From an optimization exercise on the open Yosys and OpenROAD flow, aimed at small area, a short achievable clock period and few clock cycles; shortcuts taken in it are not production practice. In this exercise RTL edits were held to simulation tests only and were not proved equivalent to the original.

==> flow/design.v <==
module qfu_sintab (
    input  wire [7:0]  u,
    output wire [15:0] slope,
    output wire [15:0] icpt
);
    reg [9:0]  sp;
    reg [14:0] ip;
    wire [5:0] vs = u[6] ? ~u[5:0] : u[5:0];
    always @(*) begin
        case (vs)
            6'd0: sp = 10'd804;
            6'd1: sp = 10'd804;
            6'd2: sp = 10'd803;
            6'd3: sp = 10'd801;
            6'd4: sp = 10'd799;
            6'd5: sp = 10'd797;
            6'd6: sp = 10'd794;
            6'd7: sp = 10'd791;
            6'd8: sp = 10'd787;
            6'd9: sp = 10'd782;
            6'd10: sp = 10'd778;
            6'd11: sp = 10'd772;
            6'd12: sp = 10'd767;
            6'd13: sp = 10'd760;
            6'd14: sp = 10'd754;
            6'd15: sp = 10'd747;
            6'd16: sp = 10'd739;
            6'd17: sp = 10'd731;
            6'd18: sp = 10'd723;
            6'd19: sp = 10'd714;
            6'd20: sp = 10'd705;
            6'd21: sp = 10'd695;
            6'd22: sp = 10'd685;
            6'd23: sp = 10'd674;
            6'd24: sp = 10'd663;
            6'd25: sp = 10'd652;
            6'd26: sp = 10'd640;
            6'd27: sp = 10'd628;
            6'd28: sp = 10'd615;
            6'd29: sp = 10'd602;
            6'd30: sp = 10'd589;
            6'd31: sp = 10'd576;
            6'd32: sp = 10'd562;
            6'd33: sp = 10'd547;
            6'd34: sp = 10'd533;
            6'd35: sp = 10'd518;
            6'd36: sp = 10'd503;
            6'd37: sp = 10'd487;
            6'd38: sp = 10'd471;
            6'd39: sp = 10'd455;
            6'd40: sp = 10'd439;
            6'd41: sp = 10'd422;
            6'd42: sp = 10'd405;
            6'd43: sp = 10'd388;
            6'd44: sp = 10'd370;
            6'd45: sp = 10'd353;
            6'd46: sp = 10'd335;
            6'd47: sp = 10'd317;
            6'd48: sp = 10'd299;
            6'd49: sp = 10'd280;
            6'd50: sp = 10'd262;
            6'd51: sp = 10'd243;
            6'd52: sp = 10'd224;
            6'd53: sp = 10'd205;
            6'd54: sp = 10'd186;
            6'd55: sp = 10'd167;
            6'd56: sp = 10'd147;
            6'd57: sp = 10'd128;
            6'd58: sp = 10'd108;
            6'd59: sp = 10'd89;
            6'd60: sp = 10'd69;
            6'd61: sp = 10'd49;
            6'd62: sp = 10'd30;
            6'd63: sp = 10'd10;
            default: sp = 10'd0;
        endcase
    end
    always @(*) begin
        case (u[6:0])
            7'd0: ip = 15'd0;
            7'd1: ip = 15'd804;
            7'd2: ip = 15'd1608;
            7'd3: ip = 15'd2411;
            7'd4: ip = 15'd3212;
            7'd5: ip = 15'd4011;
            7'd6: ip = 15'd4808;
            7'd7: ip = 15'd5602;
            7'd8: ip = 15'd6393;
            7'd9: ip = 15'd7180;
            7'd10: ip = 15'd7962;
            7'd11: ip = 15'd8740;
            7'd12: ip = 15'd9512;
            7'd13: ip = 15'd10279;
            7'd14: ip = 15'd11040;
            7'd15: ip = 15'd11793;
            7'd16: ip = 15'd12540;
            7'd17: ip = 15'd13279;
            7'd18: ip = 15'd14011;
            7'd19: ip = 15'd14733;
            7'd20: ip = 15'd15447;
            7'd21: ip = 15'd16152;
            7'd22: ip = 15'd16847;
            7'd23: ip = 15'd17531;
            7'd24: ip = 15'd18206;
            7'd25: ip = 15'd18869;
            7'd26: ip = 15'd19521;
            7'd27: ip = 15'd20161;
            7'd28: ip = 15'd20789;
            7'd29: ip = 15'd21404;
            7'd30: ip = 15'd22006;
            7'd31: ip = 15'd22596;
            7'd32: ip = 15'd23171;
            7'd33: ip = 15'd23733;
            7'd34: ip = 15'd24280;
            7'd35: ip = 15'd24813;
            7'd36: ip = 15'd25331;
            7'd37: ip = 15'd25834;
            7'd38: ip = 15'd26321;
            7'd39: ip = 15'd26792;
            7'd40: ip = 15'd27247;
            7'd41: ip = 15'd27685;
            7'd42: ip = 15'd28107;
            7'd43: ip = 15'd28512;
            7'd44: ip = 15'd28900;
            7'd45: ip = 15'd29270;
            7'd46: ip = 15'd29623;
            7'd47: ip = 15'd29958;
            7'd48: ip = 15'd30275;
            7'd49: ip = 15'd30573;
            7'd50: ip = 15'd30854;
            7'd51: ip = 15'd31115;
            7'd52: ip = 15'd31358;
            7'd53: ip = 15'd31582;
            7'd54: ip = 15'd31787;
            7'd55: ip = 15'd31973;
            7'd56: ip = 15'd32140;
            7'd57: ip = 15'd32287;
            7'd58: ip = 15'd32415;
            7'd59: ip = 15'd32523;
            7'd60: ip = 15'd32611;
            7'd61: ip = 15'd32680;
            7'd62: ip = 15'd32730;
            7'd63: ip = 15'd32759;
            7'd64: ip = 15'd32767;
            7'd65: ip = 15'd32759;
            7'd66: ip = 15'd32730;
            7'd67: ip = 15'd32680;
            7'd68: ip = 15'd32611;
            7'd69: ip = 15'd32523;
            7'd70: ip = 15'd32415;
            7'd71: ip = 15'd32287;
            7'd72: ip = 15'd32140;
            7'd73: ip = 15'd31973;
            7'd74: ip = 15'd31787;
            7'd75: ip = 15'd31582;
            7'd76: ip = 15'd31358;
            7'd77: ip = 15'd31115;
            7'd78: ip = 15'd30854;
            7'd79: ip = 15'd30573;
            7'd80: ip = 15'd30275;
            7'd81: ip = 15'd29958;
            7'd82: ip = 15'd29623;
            7'd83: ip = 15'd29270;
            7'd84: ip = 15'd28900;
            7'd85: ip = 15'd28512;
            7'd86: ip = 15'd28107;
            7'd87: ip = 15'd27685;
            7'd88: ip = 15'd27247;
            7'd89: ip = 15'd26792;
            7'd90: ip = 15'd26320;
            7'd91: ip = 15'd25833;
            7'd92: ip = 15'd25331;
            7'd93: ip = 15'd24813;
            7'd94: ip = 15'd24280;
            7'd95: ip = 15'd23733;
            7'd96: ip = 15'd23171;
            7'd97: ip = 15'd22596;
            7'd98: ip = 15'd22006;
            7'd99: ip = 15'd21404;
            7'd100: ip = 15'd20789;
            7'd101: ip = 15'd20161;
            7'd102: ip = 15'd19521;
            7'd103: ip = 15'd18869;
            7'd104: ip = 15'd18206;
            7'd105: ip = 15'd17531;
            7'd106: ip = 15'd16847;
            7'd107: ip = 15'd16152;
            7'd108: ip = 15'd15447;
            7'd109: ip = 15'd14733;
            7'd110: ip = 15'd14011;
            7'd111: ip = 15'd13279;
            7'd112: ip = 15'd12540;
            7'd113: ip = 15'd11793;
            7'd114: ip = 15'd11040;
            7'd115: ip = 15'd10279;
            7'd116: ip = 15'd9512;
            7'd117: ip = 15'd8740;
            7'd118: ip = 15'd7962;
            7'd119: ip = 15'd7180;
            7'd120: ip = 15'd6393;
            7'd121: ip = 15'd5602;
            7'd122: ip = 15'd4808;
            7'd123: ip = 15'd4011;
            7'd124: ip = 15'd3212;
            7'd125: ip = 15'd2411;
            7'd126: ip = 15'd1608;
            7'd127: ip = 15'd804;
            default: ip = 15'd0;
        endcase
    end
    wire sneg = u[7] ^ u[6];
    assign slope = sneg ? (16'd0 - {6'd0, sp}) : {6'd0, sp};
    assign icpt  = (u == 8'd192) ? 16'h8000 : (u[7] ? (16'd0 - {1'b0, ip}) : {1'b0, ip});
endmodule
module qfu (
    input  wire        clk,
    input  wire        rst,           
    input  wire        host_valid,
    input  wire        host_we,
    input  wire [4:0]  host_addr,
    input  wire [31:0] host_wdata,
    output wire        host_ready,
    output reg  [31:0] host_rdata,
    output wire        mem_req,
    output wire        mem_we,
    output wire [15:0] mem_addr,
    output wire [15:0] mem_wdata,
    input  wire        mem_ready,
    input  wire [15:0] mem_rdata
);
    localparam [7:0] OP_LDI      = 8'h01,
                     OP_HI       = 8'h02,
                     OP_LO       = 8'h03,
                     OP_PACK     = 8'h04,
                     OP_CVT_N    = 8'h10,
                     OP_CVT_S    = 8'h11,
                     OP_CVT_1516 = 8'h12,
                     OP_CVT_Q15  = 8'h13,
                     OP_CVT_Q16  = 8'h14,
                     OP_ABS      = 8'h20,
                     OP_M1515    = 8'h21,
                     OP_M1516    = 8'h22,
                     OP_M151616  = 8'h23,
                     OP_M1616    = 8'h24,
                     OP_M3216    = 8'h25,
                     OP_M32U16   = 8'h26,
                     OP_M161616  = 8'h27,
                     OP_M1616U16 = 8'h28,
                     OP_M16161616= 8'h29,
                     OP_VMUL     = 8'h2A,
                     OP_DIV      = 8'h2B,
                     OP_INTERP   = 8'h30,
                     OP_LUT      = 8'h31,
                     OP_SIN      = 8'h40;
    localparam [2:0] S_IDLE = 3'd0,
                     S_EX   = 3'd1,    
                     S_DIV  = 3'd2,
                     S_VRD  = 3'd3,
                     S_VWR  = 3'd4,
                     S_LRD1 = 3'd5,
                     S_LRD2 = 3'd6;
    reg  [2:0]  state;
    reg  [1:0]  ph;
    reg         ill;
    reg  [31:0] cmd;
    reg  [511:0] rf;       
    reg  [16:0] dreg;      
    reg  [15:0] y1;        
    reg  [31:0] treg;      
    reg  [15:0] rrem;      
    reg  [15:0] cnt;       
    reg  [3:0]  pa, pb;      
    reg         x_dreg, x_hi, x_sgn;
    reg         y_dreg, y_y1, y_lo8, y_sgn;
    reg         z_fin, z_int, z_sin, z_full, z_hi;
    function [31:0] rf_word(input [511:0] v, input [3:0] a);
        reg [255:0] l1;
        reg [127:0] l2;
        reg [63:0]  l3;
        integer j;
        begin
            for (j = 0; j < 8; j = j + 1)
                l1[j*32 +: 32] = a[0] ? v[(2*j+1)*32 +: 32] : v[(2*j)*32 +: 32];
            for (j = 0; j < 4; j = j + 1)
                l2[j*32 +: 32] = a[1] ? l1[(2*j+1)*32 +: 32] : l1[(2*j)*32 +: 32];
            for (j = 0; j < 2; j = j + 1)
                l3[j*32 +: 32] = a[2] ? l2[(2*j+1)*32 +: 32] : l2[(2*j)*32 +: 32];
            rf_word = a[3] ? l3[63:32] : l3[31:0];
        end
    endfunction
    function legal_cmd(input [31:0] w);
        begin
            case (w[31:24])
                OP_LDI:                                    legal_cmd = (w[19:16] == 4'd0);
                OP_HI, OP_LO,
                OP_CVT_N, OP_CVT_S, OP_CVT_1516,
                OP_CVT_Q15, OP_CVT_Q16, OP_ABS, OP_SIN:    legal_cmd = (w[15:0] == 16'd0);
                OP_PACK,
                OP_M1515, OP_M1516, OP_M151616, OP_M1616,
                OP_M3216, OP_M32U16, OP_M161616,
                OP_M1616U16, OP_M16161616, OP_DIV,
                OP_LUT:                                    legal_cmd = (w[11:0] == 12'd0);
                OP_VMUL, OP_INTERP:                        legal_cmd = (w[7:0] == 8'd0);
                default:                                   legal_cmd = 1'b0;
            endcase
        end
    endfunction
    wire [7:0]  op   = cmd[31:24];
    wire [3:0]  rd   = cmd[23:20];
    wire [15:0] imm  = cmd[15:0];
    wire op_m23    = (op == OP_M151616);
    wire op_m2x    = (op == OP_M3216) | (op == OP_M32U16) |
                     (op == OP_M161616) | (op == OP_M1616U16);
    wire op_m29    = (op == OP_M16161616);
    wire op_interp = (op == OP_INTERP);
    wire op_sin    = (op == OP_SIN);
    wire op_lut    = (op == OP_LUT);
    wire op_div    = (op == OP_DIV);
    wire op_vmul   = (op == OP_VMUL);
    wire op_fin    = op_interp | op_sin | op_lut;     
    wire [1:0] ph_last = op_m29 ? 2'd3 :
                         (op_m23 | op_m2x | op_fin) ? 2'd1 : 2'd0;
    wire ex_last  = (state == S_EX) && (ph == ph_last) && !op_div && !op_vmul;
    wire div_last = (state == S_DIV) && (cnt[3:0] == 4'd15);
    wire wb_now   = ex_last || div_last;
    wire free_now = (state == S_IDLE) || wb_now;
    wire busy     = (state != S_IDLE);
    wire [3:0] ha = host_addr[3:0];
    wire h_reg   = !host_addr[4];
    wire h_cmd   = host_addr == 5'd16;
    wire h_free  = host_addr[4] && !(h_cmd && host_we);     
    wire h_rd_ok = free_now && !(wb_now && ha == rd);
    wire h_wr_ok = (state == S_IDLE) ||
                   (wb_now && (ha == rd || (ha != pa && ha != pb)));
    assign host_ready = h_free ||
                        (h_reg && (host_we ? h_wr_ok : h_rd_ok)) ||
                        (h_cmd && free_now);
    wire host_fire   = host_valid && host_ready;
    wire host_reg_wr = host_fire && host_we && h_reg;
    wire host_cmd_wr = host_fire && host_we && h_cmd;
    wire acc_cmd     = host_cmd_wr && legal_cmd(host_wdata);
    wire hold = wb_now && host_reg_wr && (ha != rd);
    always @(*) begin
        if (h_reg)
            host_rdata = rf_word(rf, ha);
        else if (host_addr == 5'd17)
            host_rdata = {30'd0, ill, busy};
        else
            host_rdata = 32'd0;
    end
    reg  [31:0] opa;
    reg  [15:0] opb;
    wire [31:0] xa = opa;
    wire [15:0] xb = opb;
    wire [16:0] mx = x_dreg ? dreg :
                     x_hi   ? {1'b0, xa[31:16]} :
                              {x_sgn & xa[15], xa[15:0]};
    wire [16:0] my = y_dreg ? dreg :
                     y_y1   ? {1'b0, y1} :
                     y_lo8  ? {1'b0, xb[7:0], 8'd0} :
                              {y_sgn & xb[15], xb};
    wire [31:0] mz = z_fin  ? {(z_int ? xa[15:0] : y1), (z_sin ? 16'h0000 : 16'h8000)} :
                     z_full ? treg :
                     z_hi   ? {16'd0, treg[31:16]} : 32'd0;
    wire [31:0] mp;
    qfu_mul u_mul (.mx(mx), .my(my), .mz(mz), .mp(mp));
    wire [15:0] cvt_q16 = (xa[31:16] == 16'h0000) ? xa[15:0] :
                          (xa[31] ? 16'h0000 : 16'hFFFF);
    wire [15:0] abs_r   = (xa[15:0] == 16'h8000) ? 16'h7FFF :
                          (xa[15] ? (16'd0 - xa[15:0]) : xa[15:0]);
    reg [15:0] dv_r;
    reg [31:0] dv_t;
    reg [16:0] dv_sh;
    reg [17:0] dv_diff;
    integer k;
    always @(*) begin
        dv_r = rrem;
        dv_t = treg;
        for (k = 0; k < 2; k = k + 1) begin
            dv_sh   = {dv_r, dv_t[31]};
            dv_diff = {1'b0, dv_sh} - {2'b00, dreg[15:0]};
            dv_t    = {dv_t[30:0], !dv_diff[17]};
            dv_r    = dv_diff[17] ? dv_sh[15:0] : dv_diff[15:0];
        end
    end
    wire dv_small = (xa[15:0] < xb);
    reg [31:0] ex_res;
    always @(*) begin
        case (op)
            OP_LDI:       ex_res = {16'd0, imm};
            OP_HI:        ex_res = {16'd0, xa[31:16]};
            OP_LO:        ex_res = {16'd0, xa[15:0]};
            OP_PACK:      ex_res = {xa[15:0], xb};
            OP_CVT_N:     ex_res = {16'd0, xa[14:0], 1'b0};
            OP_CVT_S:     ex_res = xa[15] ? 32'd0 : {16'd0, xa[14:0], 1'b0};
            OP_CVT_1516:  ex_res = {16'd0, xa[15:0]};
            OP_CVT_Q15:   ex_res = {17'd0, xa[15:1]};
            OP_CVT_Q16:   ex_res = {16'd0, cvt_q16};
            OP_ABS:       ex_res = {16'd0, abs_r};
            OP_M1515:     ex_res = {16'd0, mp[30:15]};
            OP_M151616:   ex_res = {16'd0, mp[15:0]};
            OP_M3216,
            OP_M161616:   ex_res = mp;
            OP_M32U16,
            OP_M1616U16,
            OP_M16161616: ex_res = {mp[15:0], treg[15:0]};
            OP_DIV:       ex_res = dv_t;
            default:      ex_res = {16'd0, mp[31:16]};    
        endcase
    end
    wire [7:0]  sin_u = xa[15:8] & {8{op_sin}};
    wire [15:0] sin_slope, sin_icpt;
    qfu_sintab u_rom (.u(sin_u), .slope(sin_slope), .icpt(sin_icpt));
    wire        lut_ph = (state == S_LRD2);
    wire [15:0] m_off  = op_lut ? {8'd0, xb[15:8]} : cnt;
    assign mem_addr  = xa[15:0] + m_off + {15'd0, lut_ph};
    assign mem_req   = (state == S_EX && ph == 2'd0 && (op_lut | op_vmul)) ||
                       state == S_VRD || state == S_VWR ||
                       state == S_LRD1 || state == S_LRD2;
    assign mem_we    = (state == S_VWR);
    assign mem_wdata = mp[31:16];
    wire [16:0] lut_d = {mem_rdata[15], mem_rdata} - {y1[15], y1};
    wire        rf_we = host_reg_wr || wb_now;
    wire [3:0]  rf_wa = host_reg_wr ? ha : rd;
    wire [31:0] rf_wd = host_reg_wr ? host_wdata : ex_res;
    genvar gw;
    generate
        for (gw = 0; gw < 16; gw = gw + 1) begin : g_rf
            always @(posedge clk) begin
                if (rf_we && rf_wa == gw)
                    rf[gw*32 +: 32] <= rf_wd;
            end
        end
    endgenerate
    reg [2:0] state_n;
    reg [1:0] ph_n;
    always @(*) begin
        state_n = state;
        ph_n    = ph;
        if (!hold) begin
            if (free_now)
                state_n = S_IDLE;
            case (state)
                S_EX: begin
                    ph_n = ph + 2'd1;
                    if (op_div)
                        state_n = S_DIV;
                    if (op_lut && ph == 2'd0)
                        state_n = mem_ready ? S_LRD2 : S_LRD1;
                    if (op_vmul)
                        state_n = mem_ready ? S_VWR : S_VRD;
                end
                S_LRD1: if (mem_ready) state_n = S_LRD2;
                S_LRD2: if (mem_ready) state_n = S_EX;
                S_VRD:  if (mem_ready) state_n = S_VWR;
                S_VWR:  if (mem_ready) state_n = (cnt + 16'd1 == xb) ? S_IDLE : S_VRD;
                default: ;
            endcase
            if (acc_cmd) begin
                state_n = S_EX;
                ph_n    = 2'd0;
            end
        end
    end
    wire [31:0] cmd_n = acc_cmd ? host_wdata : cmd;
    wire [7:0]  op_n  = cmd_n[31:24];
    wire [3:0]  rd_n  = cmd_n[23:20];
    wire [3:0]  ra_n  = cmd_n[19:16];
    wire [3:0]  rb_n  = cmd_n[15:12];
    wire [3:0]  rc_n  = cmd_n[11:8];
    wire n_m23    = (op_n == OP_M151616);
    wire n_m2x    = (op_n == OP_M3216) | (op_n == OP_M32U16) |
                    (op_n == OP_M161616) | (op_n == OP_M1616U16);
    wire n_m29    = (op_n == OP_M16161616);
    wire n_interp = (op_n == OP_INTERP);
    wire n_sin    = (op_n == OP_SIN);
    wire n_lut    = (op_n == OP_LUT);
    wire n_fin    = n_interp | n_sin | n_lut;
    wire n_vwr    = (state_n == S_VWR);
    wire n_swap   = n_m23 || (n_m29 && ph_n == 2'd0);
    wire [3:0]  pa_n  = n_vwr ? rd_n : (n_swap ? rb_n : ra_n);
    wire [3:0]  pb_n  = (n_vwr || (n_interp && ph_n == 2'd1)) ? rc_n :
                        (n_swap || n_sin) ? ra_n : rb_n;
    wire [31:0] rd_pa = rf_word(rf, pa_n);
    wire [31:0] rd_pb = rf_word(rf, pb_n);
    always @(posedge clk) begin
        if (rst) begin
            state <= S_IDLE;
            ill   <= 1'b0;
        end else begin
            state <= state_n;
            if (host_cmd_wr && !legal_cmd(host_wdata))
                ill <= 1'b1;
        end
        ph <= ph_n;
        if (acc_cmd)
            cmd <= host_wdata;
        pa  <= pa_n;
        pb  <= pb_n;
        opa <= (rf_we && rf_wa == pa_n) ? rf_wd : rd_pa;
        opb <= (rf_we && rf_wa == pb_n) ? rf_wd[15:0] : rd_pb[15:0];
        x_dreg <= n_fin || n_vwr;
        x_hi   <= ((n_m2x || n_m23) && ph_n == 2'd1) || (n_m29 && ph_n[0]);
        x_sgn  <= (op_n == OP_M1515) || (op_n == OP_M1516);
        y_dreg <= n_m29 && ph_n[1];
        y_y1   <= n_vwr;
        y_lo8  <= n_lut || n_sin;
        y_sgn  <= (op_n == OP_M1515) || n_m23;
        z_fin  <= n_fin && !n_vwr;
        z_int  <= n_interp;
        z_sin  <= n_sin;
        z_full <= n_m29 && ph_n == 2'd2;
        z_hi   <= (n_m23 || n_m2x || n_m29) && ph_n != 2'd0;
        if (!hold) begin
            case (state)
                S_EX: begin
                    treg <= mp;
                    if (op_m29 && ph == 2'd0)
                        dreg <= {1'b0, xa[31:16]};
                    if (op_interp)
                        dreg <= {xb[15], xb} - {xa[15], xa[15:0]};
                    if (op_sin) begin
                        dreg <= {sin_slope[15], sin_slope};
                        y1   <= sin_icpt;
                    end
                    if (op_div) begin
                        treg  <= dv_small ? 32'd0 : {xa[15:0], 16'd0};
                        rrem  <= dv_small ? xa[15:0] : 16'd0;
                        cnt   <= dv_small ? 16'd8 : 16'd0;
                        dreg  <= {1'b0, xb};
                    end
                    if (op_lut && ph == 2'd0 && mem_ready)
                        y1 <= mem_rdata;
                    if (op_vmul) begin
                        y1 <= xb;
                        if (mem_ready)
                            dreg <= {mem_rdata[15], mem_rdata};
                    end
                end
                S_DIV: begin
                    treg <= dv_t;
                    rrem <= dv_r;
                    cnt  <= cnt + 16'd1;
                end
                S_LRD1: if (mem_ready) y1 <= mem_rdata;
                S_LRD2: if (mem_ready) dreg <= lut_d;
                S_VRD:  if (mem_ready) dreg <= {mem_rdata[15], mem_rdata};
                S_VWR:  if (mem_ready) cnt <= cnt + 16'd1;
                default: ;
            endcase
        end
        if (acc_cmd)
            cnt <= 16'd0;
    end
endmodule
module qfu_mul (
    input  wire [16:0] mx,
    input  wire [16:0] my,
    input  wire [31:0] mz,
    output wire [31:0] mp
);
    wire [18:0] ye = {my[16], my, 1'b0};
    wire [18:0] xe = {mx[16], mx, 1'b0};
    wire b0_n = ye[2];
    wire b0_1 = ye[1] ^ ye[0];
    wire b0_2 = (ye[2] & ~ye[1] & ~ye[0]) | (~ye[2] & ye[1] & ye[0]);
    wire [17:0] pp0;
    genvar g0;
    generate for (g0 = 0; g0 <= 17; g0 = g0 + 1) begin : gpp0
        assign pp0[g0] = ((b0_1 & xe[g0+1]) | (b0_2 & xe[g0])) ^ b0_n;
    end endgenerate
    wire b1_n = ye[4];
    wire b1_1 = ye[3] ^ ye[2];
    wire b1_2 = (ye[4] & ~ye[3] & ~ye[2]) | (~ye[4] & ye[3] & ye[2]);
    wire [17:0] pp1;
    genvar g1;
    generate for (g1 = 0; g1 <= 17; g1 = g1 + 1) begin : gpp1
        assign pp1[g1] = ((b1_1 & xe[g1+1]) | (b1_2 & xe[g1])) ^ b1_n;
    end endgenerate
    wire b2_n = ye[6];
    wire b2_1 = ye[5] ^ ye[4];
    wire b2_2 = (ye[6] & ~ye[5] & ~ye[4]) | (~ye[6] & ye[5] & ye[4]);
    wire [17:0] pp2;
    genvar g2;
    generate for (g2 = 0; g2 <= 17; g2 = g2 + 1) begin : gpp2
        assign pp2[g2] = ((b2_1 & xe[g2+1]) | (b2_2 & xe[g2])) ^ b2_n;
    end endgenerate
    wire b3_n = ye[8];
    wire b3_1 = ye[7] ^ ye[6];
    wire b3_2 = (ye[8] & ~ye[7] & ~ye[6]) | (~ye[8] & ye[7] & ye[6]);
    wire [17:0] pp3;
    genvar g3;
    generate for (g3 = 0; g3 <= 17; g3 = g3 + 1) begin : gpp3
        assign pp3[g3] = ((b3_1 & xe[g3+1]) | (b3_2 & xe[g3])) ^ b3_n;
    end endgenerate
    wire b4_n = ye[10];
    wire b4_1 = ye[9] ^ ye[8];
    wire b4_2 = (ye[10] & ~ye[9] & ~ye[8]) | (~ye[10] & ye[9] & ye[8]);
    wire [17:0] pp4;
    genvar g4;
    generate for (g4 = 0; g4 <= 17; g4 = g4 + 1) begin : gpp4
        assign pp4[g4] = ((b4_1 & xe[g4+1]) | (b4_2 & xe[g4])) ^ b4_n;
    end endgenerate
    wire b5_n = ye[12];
    wire b5_1 = ye[11] ^ ye[10];
    wire b5_2 = (ye[12] & ~ye[11] & ~ye[10]) | (~ye[12] & ye[11] & ye[10]);
    wire [17:0] pp5;
    genvar g5;
    generate for (g5 = 0; g5 <= 17; g5 = g5 + 1) begin : gpp5
        assign pp5[g5] = ((b5_1 & xe[g5+1]) | (b5_2 & xe[g5])) ^ b5_n;
    end endgenerate
    wire b6_n = ye[14];
    wire b6_1 = ye[13] ^ ye[12];
    wire b6_2 = (ye[14] & ~ye[13] & ~ye[12]) | (~ye[14] & ye[13] & ye[12]);
    wire [17:0] pp6;
    genvar g6;
    generate for (g6 = 0; g6 <= 17; g6 = g6 + 1) begin : gpp6
        assign pp6[g6] = ((b6_1 & xe[g6+1]) | (b6_2 & xe[g6])) ^ b6_n;
    end endgenerate
    wire b7_n = ye[16];
    wire b7_1 = ye[15] ^ ye[14];
    wire b7_2 = (ye[16] & ~ye[15] & ~ye[14]) | (~ye[16] & ye[15] & ye[14]);
    wire [17:0] pp7;
    genvar g7;
    generate for (g7 = 0; g7 <= 17; g7 = g7 + 1) begin : gpp7
        assign pp7[g7] = ((b7_1 & xe[g7+1]) | (b7_2 & xe[g7])) ^ b7_n;
    end endgenerate
    wire b8_n = ye[18];
    wire b8_1 = ye[17] ^ ye[16];
    wire b8_2 = (ye[18] & ~ye[17] & ~ye[16]) | (~ye[18] & ye[17] & ye[16]);
    wire [17:0] pp8;
    genvar g8;
    generate for (g8 = 0; g8 <= 17; g8 = g8 + 1) begin : gpp8
        assign pp8[g8] = ((b8_1 & xe[g8+1]) | (b8_2 & xe[g8])) ^ b8_n;
    end endgenerate
    wire t1 = pp0[14] ^ pp1[12];
    wire t2 = pp0[14] & pp1[12];
    wire t3 = pp0[15] ^ pp1[13];
    wire t4 = pp0[15] & pp1[13];
    wire t5 = pp0[16] ^ pp1[14] ^ pp2[12];
    wire t6 = (pp0[16] & pp1[14]) | (pp0[16] & pp2[12]) | (pp1[14] & pp2[12]);
    wire t7 = pp3[10] ^ pp4[8];
    wire t8 = pp3[10] & pp4[8];
    wire t9 = ~pp0[17] ^ pp1[15] ^ pp2[13];
    wire t10 = (~pp0[17] & pp1[15]) | (~pp0[17] & pp2[13]) | (pp1[15] & pp2[13]);
    wire t11 = pp3[11] ^ pp4[9] ^ pp5[7];
    wire t12 = (pp3[11] & pp4[9]) | (pp3[11] & pp5[7]) | (pp4[9] & pp5[7]);
    wire t13 = pp1[16] ^ pp2[14] ^ pp3[12];
    wire t14 = (pp1[16] & pp2[14]) | (pp1[16] & pp3[12]) | (pp2[14] & pp3[12]);
    wire t15 = pp4[10] ^ pp5[8];
    wire t16 = pp4[10] & pp5[8];
    wire t17 = ~pp1[17] ^ pp2[15] ^ pp3[13];
    wire t18 = (~pp1[17] & pp2[15]) | (~pp1[17] & pp3[13]) | (pp2[15] & pp3[13]);
    wire t19 = pp2[16] ^ pp3[14];
    wire t20 = pp2[16] & pp3[14];
    wire t21 = pp0[8] ^ pp1[6];
    wire t22 = pp0[8] & pp1[6];
    wire t23 = pp0[9] ^ pp1[7];
    wire t24 = pp0[9] & pp1[7];
    wire t25 = pp0[10] ^ pp1[8] ^ pp2[6];
    wire t26 = (pp0[10] & pp1[8]) | (pp0[10] & pp2[6]) | (pp1[8] & pp2[6]);
    wire t27 = pp3[4] ^ pp4[2];
    wire t28 = pp3[4] & pp4[2];
    wire t29 = pp0[11] ^ pp1[9] ^ pp2[7];
    wire t30 = (pp0[11] & pp1[9]) | (pp0[11] & pp2[7]) | (pp1[9] & pp2[7]);
    wire t31 = pp3[5] ^ pp4[3];
    wire t32 = pp3[5] & pp4[3];
    wire t33 = pp0[12] ^ pp1[10] ^ pp2[8];
    wire t34 = (pp0[12] & pp1[10]) | (pp0[12] & pp2[8]) | (pp1[10] & pp2[8]);
    wire t35 = pp3[6] ^ pp4[4] ^ pp5[2];
    wire t36 = (pp3[6] & pp4[4]) | (pp3[6] & pp5[2]) | (pp4[4] & pp5[2]);
    wire t37 = pp6[0] ^ b6_n;
    wire t38 = pp6[0] & b6_n;
    wire t39 = pp0[13] ^ pp1[11] ^ pp2[9];
    wire t40 = (pp0[13] & pp1[11]) | (pp0[13] & pp2[9]) | (pp1[11] & pp2[9]);
    wire t41 = pp3[7] ^ pp4[5] ^ pp5[3];
    wire t42 = (pp3[7] & pp4[5]) | (pp3[7] & pp5[3]) | (pp4[5] & pp5[3]);
    wire t43 = pp6[1] ^ mz[13];
    wire t44 = pp6[1] & mz[13];
    wire t45 = pp2[10] ^ pp3[8] ^ pp4[6];
    wire t46 = (pp2[10] & pp3[8]) | (pp2[10] & pp4[6]) | (pp3[8] & pp4[6]);
    wire t47 = pp5[4] ^ pp6[2] ^ pp7[0];
    wire t48 = (pp5[4] & pp6[2]) | (pp5[4] & pp7[0]) | (pp6[2] & pp7[0]);
    wire t49 = b7_n ^ mz[14] ^ t1;
    wire t50 = (b7_n & mz[14]) | (b7_n & t1) | (mz[14] & t1);
    wire t51 = pp2[11] ^ pp3[9] ^ pp4[7];
    wire t52 = (pp2[11] & pp3[9]) | (pp2[11] & pp4[7]) | (pp3[9] & pp4[7]);
    wire t53 = pp5[5] ^ pp6[3] ^ pp7[1];
    wire t54 = (pp5[5] & pp6[3]) | (pp5[5] & pp7[1]) | (pp6[3] & pp7[1]);
    wire t55 = mz[15] ^ t2 ^ t3;
    wire t56 = (mz[15] & t2) | (mz[15] & t3) | (t2 & t3);
    wire t57 = pp5[6] ^ pp6[4] ^ pp7[2];
    wire t58 = (pp5[6] & pp6[4]) | (pp5[6] & pp7[2]) | (pp6[4] & pp7[2]);
    wire t59 = pp8[0] ^ b8_n ^ mz[16];
    wire t60 = (pp8[0] & b8_n) | (pp8[0] & mz[16]) | (b8_n & mz[16]);
    wire t61 = t4 ^ t5 ^ t7;
    wire t62 = (t4 & t5) | (t4 & t7) | (t5 & t7);
    wire t63 = pp6[5] ^ pp7[3] ^ pp8[1];
    wire t64 = (pp6[5] & pp7[3]) | (pp6[5] & pp8[1]) | (pp7[3] & pp8[1]);
    wire t65 = mz[17] ^ 1'b1 ^ t6;
    wire t66 = (mz[17] & 1'b1) | (mz[17] & t6) | (1'b1 & t6);
    wire t67 = t8 ^ t9 ^ t11;
    wire t68 = (t8 & t9) | (t8 & t11) | (t9 & t11);
    wire t69 = pp6[6] ^ pp7[4] ^ pp8[2];
    wire t70 = (pp6[6] & pp7[4]) | (pp6[6] & pp8[2]) | (pp7[4] & pp8[2]);
    wire t71 = mz[18] ^ 1'b1 ^ t10;
    wire t72 = (mz[18] & 1'b1) | (mz[18] & t10) | (1'b1 & t10);
    wire t73 = t12 ^ t13 ^ t15;
    wire t74 = (t12 & t13) | (t12 & t15) | (t13 & t15);
    wire t75 = pp4[11] ^ pp5[9] ^ pp6[7];
    wire t76 = (pp4[11] & pp5[9]) | (pp4[11] & pp6[7]) | (pp5[9] & pp6[7]);
    wire t77 = pp7[5] ^ pp8[3] ^ mz[19];
    wire t78 = (pp7[5] & pp8[3]) | (pp7[5] & mz[19]) | (pp8[3] & mz[19]);
    wire t79 = t14 ^ t16 ^ t17;
    wire t80 = (t14 & t16) | (t14 & t17) | (t16 & t17);
    wire t81 = pp4[12] ^ pp5[10] ^ pp6[8];
    wire t82 = (pp4[12] & pp5[10]) | (pp4[12] & pp6[8]) | (pp5[10] & pp6[8]);
    wire t83 = pp7[6] ^ pp8[4] ^ mz[20];
    wire t84 = (pp7[6] & pp8[4]) | (pp7[6] & mz[20]) | (pp8[4] & mz[20]);
    wire t85 = 1'b1 ^ t18 ^ t19;
    wire t86 = (1'b1 & t18) | (1'b1 & t19) | (t18 & t19);
    wire t87 = ~pp2[17] ^ pp3[15] ^ pp4[13];
    wire t88 = (~pp2[17] & pp3[15]) | (~pp2[17] & pp4[13]) | (pp3[15] & pp4[13]);
    wire t89 = pp5[11] ^ pp6[9] ^ pp7[7];
    wire t90 = (pp5[11] & pp6[9]) | (pp5[11] & pp7[7]) | (pp6[9] & pp7[7]);
    wire t91 = pp8[5] ^ mz[21] ^ t20;
    wire t92 = (pp8[5] & mz[21]) | (pp8[5] & t20) | (mz[21] & t20);
    wire t93 = pp3[16] ^ pp4[14] ^ pp5[12];
    wire t94 = (pp3[16] & pp4[14]) | (pp3[16] & pp5[12]) | (pp4[14] & pp5[12]);
    wire t95 = pp6[10] ^ pp7[8] ^ pp8[6];
    wire t96 = (pp6[10] & pp7[8]) | (pp6[10] & pp8[6]) | (pp7[8] & pp8[6]);
    wire t97 = mz[22] ^ 1'b1;
    wire t98 = mz[22] & 1'b1;
    wire t99 = ~pp3[17] ^ pp4[15] ^ pp5[13];
    wire t100 = (~pp3[17] & pp4[15]) | (~pp3[17] & pp5[13]) | (pp4[15] & pp5[13]);
    wire t101 = pp6[11] ^ pp7[9] ^ pp8[7];
    wire t102 = (pp6[11] & pp7[9]) | (pp6[11] & pp8[7]) | (pp7[9] & pp8[7]);
    wire t103 = pp4[16] ^ pp5[14] ^ pp6[12];
    wire t104 = (pp4[16] & pp5[14]) | (pp4[16] & pp6[12]) | (pp5[14] & pp6[12]);
    wire t105 = pp7[10] ^ pp8[8];
    wire t106 = pp7[10] & pp8[8];
    wire t107 = ~pp4[17] ^ pp5[15] ^ pp6[13];
    wire t108 = (~pp4[17] & pp5[15]) | (~pp4[17] & pp6[13]) | (pp5[15] & pp6[13]);
    wire t109 = pp5[16] ^ pp6[14];
    wire t110 = pp5[16] & pp6[14];
    wire t111 = pp0[4] ^ pp1[2];
    wire t112 = pp0[4] & pp1[2];
    wire t113 = pp0[5] ^ pp1[3];
    wire t114 = pp0[5] & pp1[3];
    wire t115 = pp0[6] ^ pp1[4] ^ pp2[2];
    wire t116 = (pp0[6] & pp1[4]) | (pp0[6] & pp2[2]) | (pp1[4] & pp2[2]);
    wire t117 = pp3[0] ^ b3_n;
    wire t118 = pp3[0] & b3_n;
    wire t119 = pp0[7] ^ pp1[5] ^ pp2[3];
    wire t120 = (pp0[7] & pp1[5]) | (pp0[7] & pp2[3]) | (pp1[5] & pp2[3]);
    wire t121 = pp3[1] ^ mz[7];
    wire t122 = pp3[1] & mz[7];
    wire t123 = pp2[4] ^ pp3[2] ^ pp4[0];
    wire t124 = (pp2[4] & pp3[2]) | (pp2[4] & pp4[0]) | (pp3[2] & pp4[0]);
    wire t125 = b4_n ^ mz[8] ^ t21;
    wire t126 = (b4_n & mz[8]) | (b4_n & t21) | (mz[8] & t21);
    wire t127 = pp2[5] ^ pp3[3] ^ pp4[1];
    wire t128 = (pp2[5] & pp3[3]) | (pp2[5] & pp4[1]) | (pp3[3] & pp4[1]);
    wire t129 = mz[9] ^ t22 ^ t23;
    wire t130 = (mz[9] & t22) | (mz[9] & t23) | (t22 & t23);
    wire t131 = pp5[0] ^ b5_n ^ mz[10];
    wire t132 = (pp5[0] & b5_n) | (pp5[0] & mz[10]) | (b5_n & mz[10]);
    wire t133 = t24 ^ t25 ^ t27;
    wire t134 = (t24 & t25) | (t24 & t27) | (t25 & t27);
    wire t135 = pp5[1] ^ mz[11] ^ t26;
    wire t136 = (pp5[1] & mz[11]) | (pp5[1] & t26) | (mz[11] & t26);
    wire t137 = t28 ^ t29 ^ t31;
    wire t138 = (t28 & t29) | (t28 & t31) | (t29 & t31);
    wire t139 = mz[12] ^ t30 ^ t32;
    wire t140 = (mz[12] & t30) | (mz[12] & t32) | (t30 & t32);
    wire t141 = t33 ^ t35 ^ t37;
    wire t142 = (t33 & t35) | (t33 & t37) | (t35 & t37);
    wire t143 = t34 ^ t36 ^ t38;
    wire t144 = (t34 & t36) | (t34 & t38) | (t36 & t38);
    wire t145 = t39 ^ t41 ^ t43;
    wire t146 = (t39 & t41) | (t39 & t43) | (t41 & t43);
    wire t147 = t40 ^ t42 ^ t44;
    wire t148 = (t40 & t42) | (t40 & t44) | (t42 & t44);
    wire t149 = t45 ^ t47 ^ t49;
    wire t150 = (t45 & t47) | (t45 & t49) | (t47 & t49);
    wire t151 = t46 ^ t48 ^ t50;
    wire t152 = (t46 & t48) | (t46 & t50) | (t48 & t50);
    wire t153 = t51 ^ t53 ^ t55;
    wire t154 = (t51 & t53) | (t51 & t55) | (t53 & t55);
    wire t155 = t52 ^ t54 ^ t56;
    wire t156 = (t52 & t54) | (t52 & t56) | (t54 & t56);
    wire t157 = t57 ^ t59 ^ t61;
    wire t158 = (t57 & t59) | (t57 & t61) | (t59 & t61);
    wire t159 = t58 ^ t60 ^ t62;
    wire t160 = (t58 & t60) | (t58 & t62) | (t60 & t62);
    wire t161 = t63 ^ t65 ^ t67;
    wire t162 = (t63 & t65) | (t63 & t67) | (t65 & t67);
    wire t163 = t64 ^ t66 ^ t68;
    wire t164 = (t64 & t66) | (t64 & t68) | (t66 & t68);
    wire t165 = t69 ^ t71 ^ t73;
    wire t166 = (t69 & t71) | (t69 & t73) | (t71 & t73);
    wire t167 = t70 ^ t72 ^ t74;
    wire t168 = (t70 & t72) | (t70 & t74) | (t72 & t74);
    wire t169 = t75 ^ t77 ^ t79;
    wire t170 = (t75 & t77) | (t75 & t79) | (t77 & t79);
    wire t171 = t76 ^ t78 ^ t80;
    wire t172 = (t76 & t78) | (t76 & t80) | (t78 & t80);
    wire t173 = t81 ^ t83 ^ t85;
    wire t174 = (t81 & t83) | (t81 & t85) | (t83 & t85);
    wire t175 = t82 ^ t84 ^ t86;
    wire t176 = (t82 & t84) | (t82 & t86) | (t84 & t86);
    wire t177 = t87 ^ t89 ^ t91;
    wire t178 = (t87 & t89) | (t87 & t91) | (t89 & t91);
    wire t179 = t88 ^ t90 ^ t92;
    wire t180 = (t88 & t90) | (t88 & t92) | (t90 & t92);
    wire t181 = t93 ^ t95 ^ t97;
    wire t182 = (t93 & t95) | (t93 & t97) | (t95 & t97);
    wire t183 = mz[23] ^ t94 ^ t96;
    wire t184 = (mz[23] & t94) | (mz[23] & t96) | (t94 & t96);
    wire t185 = t98 ^ t99 ^ t101;
    wire t186 = (t98 & t99) | (t98 & t101) | (t99 & t101);
    wire t187 = mz[24] ^ 1'b1 ^ t100;
    wire t188 = (mz[24] & 1'b1) | (mz[24] & t100) | (1'b1 & t100);
    wire t189 = t102 ^ t103 ^ t105;
    wire t190 = (t102 & t103) | (t102 & t105) | (t103 & t105);
    wire t191 = pp7[11] ^ pp8[9] ^ mz[25];
    wire t192 = (pp7[11] & pp8[9]) | (pp7[11] & mz[25]) | (pp8[9] & mz[25]);
    wire t193 = t104 ^ t106 ^ t107;
    wire t194 = (t104 & t106) | (t104 & t107) | (t106 & t107);
    wire t195 = pp7[12] ^ pp8[10] ^ mz[26];
    wire t196 = (pp7[12] & pp8[10]) | (pp7[12] & mz[26]) | (pp8[10] & mz[26]);
    wire t197 = 1'b1 ^ t108 ^ t109;
    wire t198 = (1'b1 & t108) | (1'b1 & t109) | (t108 & t109);
    wire t199 = ~pp5[17] ^ pp6[15] ^ pp7[13];
    wire t200 = (~pp5[17] & pp6[15]) | (~pp5[17] & pp7[13]) | (pp6[15] & pp7[13]);
    wire t201 = pp8[11] ^ mz[27] ^ t110;
    wire t202 = (pp8[11] & mz[27]) | (pp8[11] & t110) | (mz[27] & t110);
    wire t203 = pp6[16] ^ pp7[14] ^ pp8[12];
    wire t204 = (pp6[16] & pp7[14]) | (pp6[16] & pp8[12]) | (pp7[14] & pp8[12]);
    wire t205 = mz[28] ^ 1'b1;
    wire t206 = mz[28] & 1'b1;
    wire t207 = ~pp6[17] ^ pp7[15] ^ pp8[13];
    wire t208 = (~pp6[17] & pp7[15]) | (~pp6[17] & pp8[13]) | (pp7[15] & pp8[13]);
    wire t209 = pp7[16] ^ pp8[14];
    wire t210 = pp7[16] & pp8[14];
    wire t211 = pp0[2] ^ pp1[0];
    wire t212 = pp0[2] & pp1[0];
    wire t213 = pp0[3] ^ pp1[1];
    wire t214 = pp0[3] & pp1[1];
    wire t215 = pp2[0] ^ b2_n ^ mz[4];
    wire t216 = (pp2[0] & b2_n) | (pp2[0] & mz[4]) | (b2_n & mz[4]);
    wire t217 = pp2[1] ^ mz[5] ^ t112;
    wire t218 = (pp2[1] & mz[5]) | (pp2[1] & t112) | (mz[5] & t112);
    wire t219 = mz[6] ^ t114 ^ t115;
    wire t220 = (mz[6] & t114) | (mz[6] & t115) | (t114 & t115);
    wire t221 = t116 ^ t118 ^ t119;
    wire t222 = (t116 & t118) | (t116 & t119) | (t118 & t119);
    wire t223 = t120 ^ t122 ^ t123;
    wire t224 = (t120 & t122) | (t120 & t123) | (t122 & t123);
    wire t225 = t124 ^ t126 ^ t127;
    wire t226 = (t124 & t126) | (t124 & t127) | (t126 & t127);
    wire t227 = t128 ^ t130 ^ t131;
    wire t228 = (t128 & t130) | (t128 & t131) | (t130 & t131);
    wire t229 = t132 ^ t134 ^ t135;
    wire t230 = (t132 & t134) | (t132 & t135) | (t134 & t135);
    wire t231 = t136 ^ t138 ^ t139;
    wire t232 = (t136 & t138) | (t136 & t139) | (t138 & t139);
    wire t233 = t140 ^ t142 ^ t143;
    wire t234 = (t140 & t142) | (t140 & t143) | (t142 & t143);
    wire t235 = t144 ^ t146 ^ t147;
    wire t236 = (t144 & t146) | (t144 & t147) | (t146 & t147);
    wire t237 = t148 ^ t150 ^ t151;
    wire t238 = (t148 & t150) | (t148 & t151) | (t150 & t151);
    wire t239 = t152 ^ t154 ^ t155;
    wire t240 = (t152 & t154) | (t152 & t155) | (t154 & t155);
    wire t241 = t156 ^ t158 ^ t159;
    wire t242 = (t156 & t158) | (t156 & t159) | (t158 & t159);
    wire t243 = t160 ^ t162 ^ t163;
    wire t244 = (t160 & t162) | (t160 & t163) | (t162 & t163);
    wire t245 = t164 ^ t166 ^ t167;
    wire t246 = (t164 & t166) | (t164 & t167) | (t166 & t167);
    wire t247 = t168 ^ t170 ^ t171;
    wire t248 = (t168 & t170) | (t168 & t171) | (t170 & t171);
    wire t249 = t172 ^ t174 ^ t175;
    wire t250 = (t172 & t174) | (t172 & t175) | (t174 & t175);
    wire t251 = t176 ^ t178 ^ t179;
    wire t252 = (t176 & t178) | (t176 & t179) | (t178 & t179);
    wire t253 = t180 ^ t182 ^ t183;
    wire t254 = (t180 & t182) | (t180 & t183) | (t182 & t183);
    wire t255 = t184 ^ t186 ^ t187;
    wire t256 = (t184 & t186) | (t184 & t187) | (t186 & t187);
    wire t257 = t188 ^ t190 ^ t191;
    wire t258 = (t188 & t190) | (t188 & t191) | (t190 & t191);
    wire t259 = t192 ^ t194 ^ t195;
    wire t260 = (t192 & t194) | (t192 & t195) | (t194 & t195);
    wire t261 = t196 ^ t198 ^ t199;
    wire t262 = (t196 & t198) | (t196 & t199) | (t198 & t199);
    wire t263 = t200 ^ t202 ^ t203;
    wire t264 = (t200 & t202) | (t200 & t203) | (t202 & t203);
    wire t265 = mz[29] ^ t204 ^ t206;
    wire t266 = (mz[29] & t204) | (mz[29] & t206) | (t204 & t206);
    wire t267 = mz[30] ^ 1'b1 ^ t208;
    wire t268 = (mz[30] & 1'b1) | (mz[30] & t208) | (1'b1 & t208);
    wire t269 = ~pp7[17] ^ pp8[15] ^ mz[31];
    wire t270 = (~pp7[17] & pp8[15]) | (~pp7[17] & mz[31]) | (pp8[15] & mz[31]);
    wire t271 = pp0[0] ^ b0_n;
    wire t272 = pp0[0] & b0_n;
    wire t273 = pp0[1] ^ mz[1];
    wire t274 = pp0[1] & mz[1];
    wire t275 = b1_n ^ mz[2] ^ t211;
    wire t276 = (b1_n & mz[2]) | (b1_n & t211) | (mz[2] & t211);
    wire t277 = mz[3] ^ t212 ^ t213;
    wire t278 = (mz[3] & t212) | (mz[3] & t213) | (t212 & t213);
    wire t279 = t111 ^ t214 ^ t215;
    wire t280 = (t111 & t214) | (t111 & t215) | (t214 & t215);
    wire t281 = t113 ^ t216 ^ t217;
    wire t282 = (t113 & t216) | (t113 & t217) | (t216 & t217);
    wire t283 = t117 ^ t218 ^ t219;
    wire t284 = (t117 & t218) | (t117 & t219) | (t218 & t219);
    wire t285 = t121 ^ t220 ^ t221;
    wire t286 = (t121 & t220) | (t121 & t221) | (t220 & t221);
    wire t287 = t125 ^ t222 ^ t223;
    wire t288 = (t125 & t222) | (t125 & t223) | (t222 & t223);
    wire t289 = t129 ^ t224 ^ t225;
    wire t290 = (t129 & t224) | (t129 & t225) | (t224 & t225);
    wire t291 = t133 ^ t226 ^ t227;
    wire t292 = (t133 & t226) | (t133 & t227) | (t226 & t227);
    wire t293 = t137 ^ t228 ^ t229;
    wire t294 = (t137 & t228) | (t137 & t229) | (t228 & t229);
    wire t295 = t141 ^ t230 ^ t231;
    wire t296 = (t141 & t230) | (t141 & t231) | (t230 & t231);
    wire t297 = t145 ^ t232 ^ t233;
    wire t298 = (t145 & t232) | (t145 & t233) | (t232 & t233);
    wire t299 = t149 ^ t234 ^ t235;
    wire t300 = (t149 & t234) | (t149 & t235) | (t234 & t235);
    wire t301 = t153 ^ t236 ^ t237;
    wire t302 = (t153 & t236) | (t153 & t237) | (t236 & t237);
    wire t303 = t157 ^ t238 ^ t239;
    wire t304 = (t157 & t238) | (t157 & t239) | (t238 & t239);
    wire t305 = t161 ^ t240 ^ t241;
    wire t306 = (t161 & t240) | (t161 & t241) | (t240 & t241);
    wire t307 = t165 ^ t242 ^ t243;
    wire t308 = (t165 & t242) | (t165 & t243) | (t242 & t243);
    wire t309 = t169 ^ t244 ^ t245;
    wire t310 = (t169 & t244) | (t169 & t245) | (t244 & t245);
    wire t311 = t173 ^ t246 ^ t247;
    wire t312 = (t173 & t246) | (t173 & t247) | (t246 & t247);
    wire t313 = t177 ^ t248 ^ t249;
    wire t314 = (t177 & t248) | (t177 & t249) | (t248 & t249);
    wire t315 = t181 ^ t250 ^ t251;
    wire t316 = (t181 & t250) | (t181 & t251) | (t250 & t251);
    wire t317 = t185 ^ t252 ^ t253;
    wire t318 = (t185 & t252) | (t185 & t253) | (t252 & t253);
    wire t319 = t189 ^ t254 ^ t255;
    wire t320 = (t189 & t254) | (t189 & t255) | (t254 & t255);
    wire t321 = t193 ^ t256 ^ t257;
    wire t322 = (t193 & t256) | (t193 & t257) | (t256 & t257);
    wire t323 = t197 ^ t258 ^ t259;
    wire t324 = (t197 & t258) | (t197 & t259) | (t258 & t259);
    wire t325 = t201 ^ t260 ^ t261;
    wire t326 = (t201 & t260) | (t201 & t261) | (t260 & t261);
    wire t327 = t205 ^ t262 ^ t263;
    wire t328 = (t205 & t262) | (t205 & t263) | (t262 & t263);
    wire t329 = t207 ^ t264 ^ t265;
    wire t330 = (t207 & t264) | (t207 & t265) | (t264 & t265);
    wire t331 = t209 ^ t266 ^ t267;
    wire t332 = (t209 & t266) | (t209 & t267) | (t266 & t267);
    wire t333 = t210 ^ t268 ^ t269;
    wire t334 = (t210 & t268) | (t210 & t269) | (t268 & t269);
    wire [31:0] ra = {t332, t330, t328, t326, t324, t322, t320, t318, t316, t314, t312, t310, t308, t306, t304, t302, t300, t298, t296, t294, t292, t290, t288, t286, t284, t282, t280, t278, t276, t274, t272, mz[0]};
    wire [31:0] rb = {t333, t331, t329, t327, t325, t323, t321, t319, t317, t315, t313, t311, t309, t307, t305, t303, t301, t299, t297, t295, t293, t291, t289, t287, t285, t283, t281, t279, t277, t275, t273, t271};
    assign mp = ra + rb;
endmodule
==> flow/run.sh <==
#!/bin/bash
# synth_recipe.tcl (not shown) runs the flow's synth.tcl, then flattens the netlist and writes it again
# the make line also repeats each setting of config.mk as NAME=value (left out here)
make -C /OpenROAD-flow-scripts/flow DESIGN_CONFIG=/design/flow/config.mk WORK_HOME=/design/flow/orfs CLKGATE_MAP_FILE= SYNTH_SCRIPT=/design/flow/synth_recipe.tcl finish
==> flow/config.mk <==
export PLATFORM = sky130hd
export DESIGN_NAME = qfu
export DESIGN_NICKNAME = qfu
export VERILOG_FILES = /design/flow/design.v
export SDC_FILE = /design/flow/constraint.sdc
export NUM_CORES = 4
export LEC_CHECK = 0
export CAP_MARGIN = 20
export CORE_MARGIN = 2
export CORE_UTILIZATION = 40
export PLACE_DENSITY = 0.6
export SETUP_SLACK_MARGIN = 5
export SLEW_MARGIN = 20
export SYNTH_MEMORY_MAX_BITS = 8192
==> flow/constraint.sdc <==
create_clock -name core_clock -period 14.0 [get_ports {clk}]
set_input_delay 2.8000 -clock core_clock [delete_from_list [all_inputs] [get_ports {clk}]]
set_output_delay 2.8000 -clock core_clock [all_outputs]
set_load 0.01 [all_outputs]
==> flow_metrics.py <==
metrics = {
    "logic_synthesis": {
        "ys_seq_area_share_pct": 33.9,
        "synth_nets": 7084,
        "synthCells": 6707,
        "ys_types": 120,
        "async_reset_ff_share_pct": 0,
        "avgSynthCellArea_um2": 8.95,
        "synthesis.area_mm2": 0.0600,
        "synth_edf_count": 601,
        "yosys_register_bits": 715,
        "ys_warn_count": 2,
        "synth_ff_type": "edfxtp_1",
    },
    "timing": {
        "rsz0062_at_grt": "yes",
        "fin_tns_setup_ns": 0,
        "tightest_slew_ns": 1.29,
        "fin_crit_ns": 10.05,
        "hold_viol": 0,
        "fin_ws_ns": 3.95,
        "drv_slew": 0,
        "fmax_mhz": 99.5,
        "slew_headroom_pct": 13.8,
        "setup_violations": 0,
        "fin_crit_sh_pct": 71.8,
        "finalClockSkew_ns": 0.0536,
    },
    "place": {
        "hpwlAfterDp_um": 182000,
        "dpl_cell_area_mm2": 0.0636,
        "place.gp.congestion": 1.02,
        "io_buffers": 124,
        "post-place-ws_ns": 1.68,
    },
    "drt": {
        "drt-initial-drc-count": 9810,
        "routedWlPerCell_um": 31.7,
        "drc_errors": 0,
        "drt_pass1_iterations": 13,
        "vias_per_cell": 6.85,
        "via_count": 60200,
        "antenna_left": 0,
        "wl_um": 279000,
    },
    "die": {
        "initial_core_util_pct": 40.2,
        "design.portCount": 125,
        "coreArea_mm2": 0.149,
        "die_w_um": 391,
        "fp-row-count": 142,
        "die_h_um": 391,
        "die_area_mm2": 0.153,
    },
    "worst_setup_path": {
        "cp-end-kind": "output port",
        "reg2reg_slack_ns": 5.67,
        "slowest_delay_ns": 0.55,
        "cp-start-kind": "flop",
        "slowest_stage": "fa_2",
        "crit_required_ns": 11.20,
        "path_max_fanout": 8,
        "critical_path_arrival_ns": 7.25,
        "r2r-start": "y_y1",
        "crit_type": "flop to output port",
        "cp_common_cell": "buf_4",
        "worstSetupStartpoint": "y_y1",
    },
    "global_route": {
        "antenna_found_initial": 19,
        "grt_max_degree": 153,
        "grt_pass1_vias": 56100,
        "grt_remaining_overflow": 0,
        "grt_pass1_wl_um": 396000,
        "grt_util_all_layers_pct": 35.2,
    },
    "clocking": {
        "cts_tree": "yes",
        "clk_latency_ns": 0.71,
        "path_clk_slew_ns": 0.07,
        "clock-sinks": 715,
        "cts_root_buf": "clkbuf_16",
        "clockBufferDepth": 3,
        "cts_max_level": 3,
        "numCtsBuffers": 83,
        "cts_hold_buf": 0,
    },
    "finish": {
        "layout_commonest_cell": "nand2_1",
        "layout_common_cells": "666 x nand2_1, 601 x edfxtp_1, 540 x o21ai_0",
        "fin_area_mm2": 0.0697,
        "nFillCells": 14200,
        "synthToLayoutAreaGrowth_pct": 16.0,
        "nets": 7072,
        "layout-drive-gt1-share_pct": 16.4,
    },
    "job": {
        "cap_violations": 0,
    },
    "hold_path": {
        "min_from": "cmd[17]",
        "hold_class": "flop to flop",
    },
    "status": {
        "outcome": "finished clean",
    },
}
## cell usage after synthesis (52+ instances only)
| master | n | area share (%) |
|---|---|---|
| clkbuf_1 | 434 | 2.7 |
| nor2_1 | 397 | 2.5 |
| nor3_1 | 80 | 0.67 |
| xnor2_1 | 129 | 1.9 |
| dfxtp_1 | 114 | 3.8 |
| and3_1 | 65 | 0.68 |
| o21ai_0 | 579 | 4.8 |
| ha_1 | 181 | 3.8 |
| nor2b_1 | 71 | 0.74 |
| o221ai_1 | 89 | 1.3 |
| fa_1 | 138 | 4.6 |
| a211oi_1 | 240 | 3.0 |
| a22oi_1 | 127 | 1.6 |
| buf_2 | 88 | 0.73 |
| nand2_1 | 687 | 4.3 |
| nand3_1 | 295 | 2.5 |
| a31oi_1 | 129 | 1.3 |
| buf_1 | 78 | 0.49 |
| inv_1 | 371 | 2.3 |
| mux4_2 | 179 | 6.7 |
| a21oi_1 | 491 | 4.1 |
| xor2_1 | 52 | 0.76 |
| edfxtp_1 | 601 | 30 |
| a221oi_1 | 60 | 0.88 |
| o22ai_1 | 96 | 1.0 |
| mux2i_1 | 97 | 1.6 |
| o21ai_1 | 55 | 0.46 |
## logic make-up (layout without fill, tap and decap cells)
logic type / Yosys count / count (layout) / synth area share (%)
other: 0 / 11 / 0
buffers and inverters: 997 / 1047 / 6.53
and+or+nand+nor: 1850 / 1854 / 14.3
xor gates and xnor gates: 181 / 181 / 2.64
AOI/OAI and AO/OA: 2342 / 2342 / 25.3
muxes: 302 / 302 / 8.92
adders and majority gates: 320 / 320 / 8.39
DFF: 715 / 715 / 33.9
## worst paths after layout
kind                   end  cells after the start
min reg2reg        cmd[17]                      1
max          mem_wdata[13]                     32
min                cmd[17]                      1
max reg2reg        opa[11]                     34
## cell type report
class,instances,area [um^2],share of cell area [%]
antenna,11,27.5,0.0395
clock buffer,100,2140,3.07
clock inverter,51,628,0.902
inverter,383,1480,2.12
multi-input combinational,4999,37800,54.2
sequential,715,20400,29.3
tap,2016,2520,3.62
timing repair buffer,512,4720,6.78
timing repair inverter,1,7.51,0.0108
## repair_timing
| item | in CTS | in global routing |
|---|---|---|
| endpoints found under the hold margin | 0 | 0 |
| setup buffers | 112 | 40 |
| gates cloned | 9 | 4 |
| endpoints found under the setup margin | 589 | 67 |
| pin swaps | 69 | 75 |
| gates resized for setup | 369 | 122 |
## worst max-delay path, delay by kind of cell (launching register included)
kind,cells,cell delay [ns]
AND/OR/NAND/NOR,4,0.62
flip-flops,1,0.37
AO/OA/AOI/OAI,10,1.65
buffers and inverters,11,1.33
adder cells (fa/ha/maj),5,2.26
XOR/XNOR,2,0.31
## sequential cells by signal (all words and copies together) (netlist names), 2 cells and up
signal  cells
rrem       16
cnt        16
opb        16
opa        32
treg       32
pb          4
y1         16
ph          2
rf        512
dreg       17
cmd        32
pa          4
state       3
## stage by stage
step	std cells	util [%]	hold WS [ns]
2_1_floorplan	6707	-	0.436
3_3_place_gp	8461	42.6	0.473
3_5_place_dp	8461	42.6	0.473
4_1_cts	8733	46.0	0.485
5_1_grt	8778	46.6	0.494
6_report	8788	46.6	0.486
## routing by layer
layer / wire length [um] / GRT usage [%] / share of wire (%)
met1: 103000 / 45.5 / 37
met2: 121000 / 52.9 / 43
met3: 36100 / 9.43 / 13
met4: 19400 / 20.3 / 7.0
met5: 82 / 0 / 0.029
Testbench counts, summed over its fixed seeds: cycles 11,293.

-- port drivers added, routing unchanged --
In the flow no input, the clock included, has a driving cell. The finished layout below was timed again as built, in two steps. Step 1 sets driving cells, clkbuf_16 on the clock port and buf_2 on the other inputs (assumed; they add their load-dependent delay and slew). Step 2 times the ports against the registers' clock, not the clock port: input delays grow and output delays shrink by t, the midpoint of the rising clock arrivals with the driver on. Slacks: no drivers / after step 1 / after step 2; pairs: no drivers / after step 1.
shift t [ns]: 0.762
setup WS [ns]: 3.952 / 3.878 / 4.163
worst data-port slew with drivers (ns): 0.21
After both steps this run still meets setup and hold. The setup slack of this run moves by -0.074 ns with the drivers and by +0.211 ns with both steps.
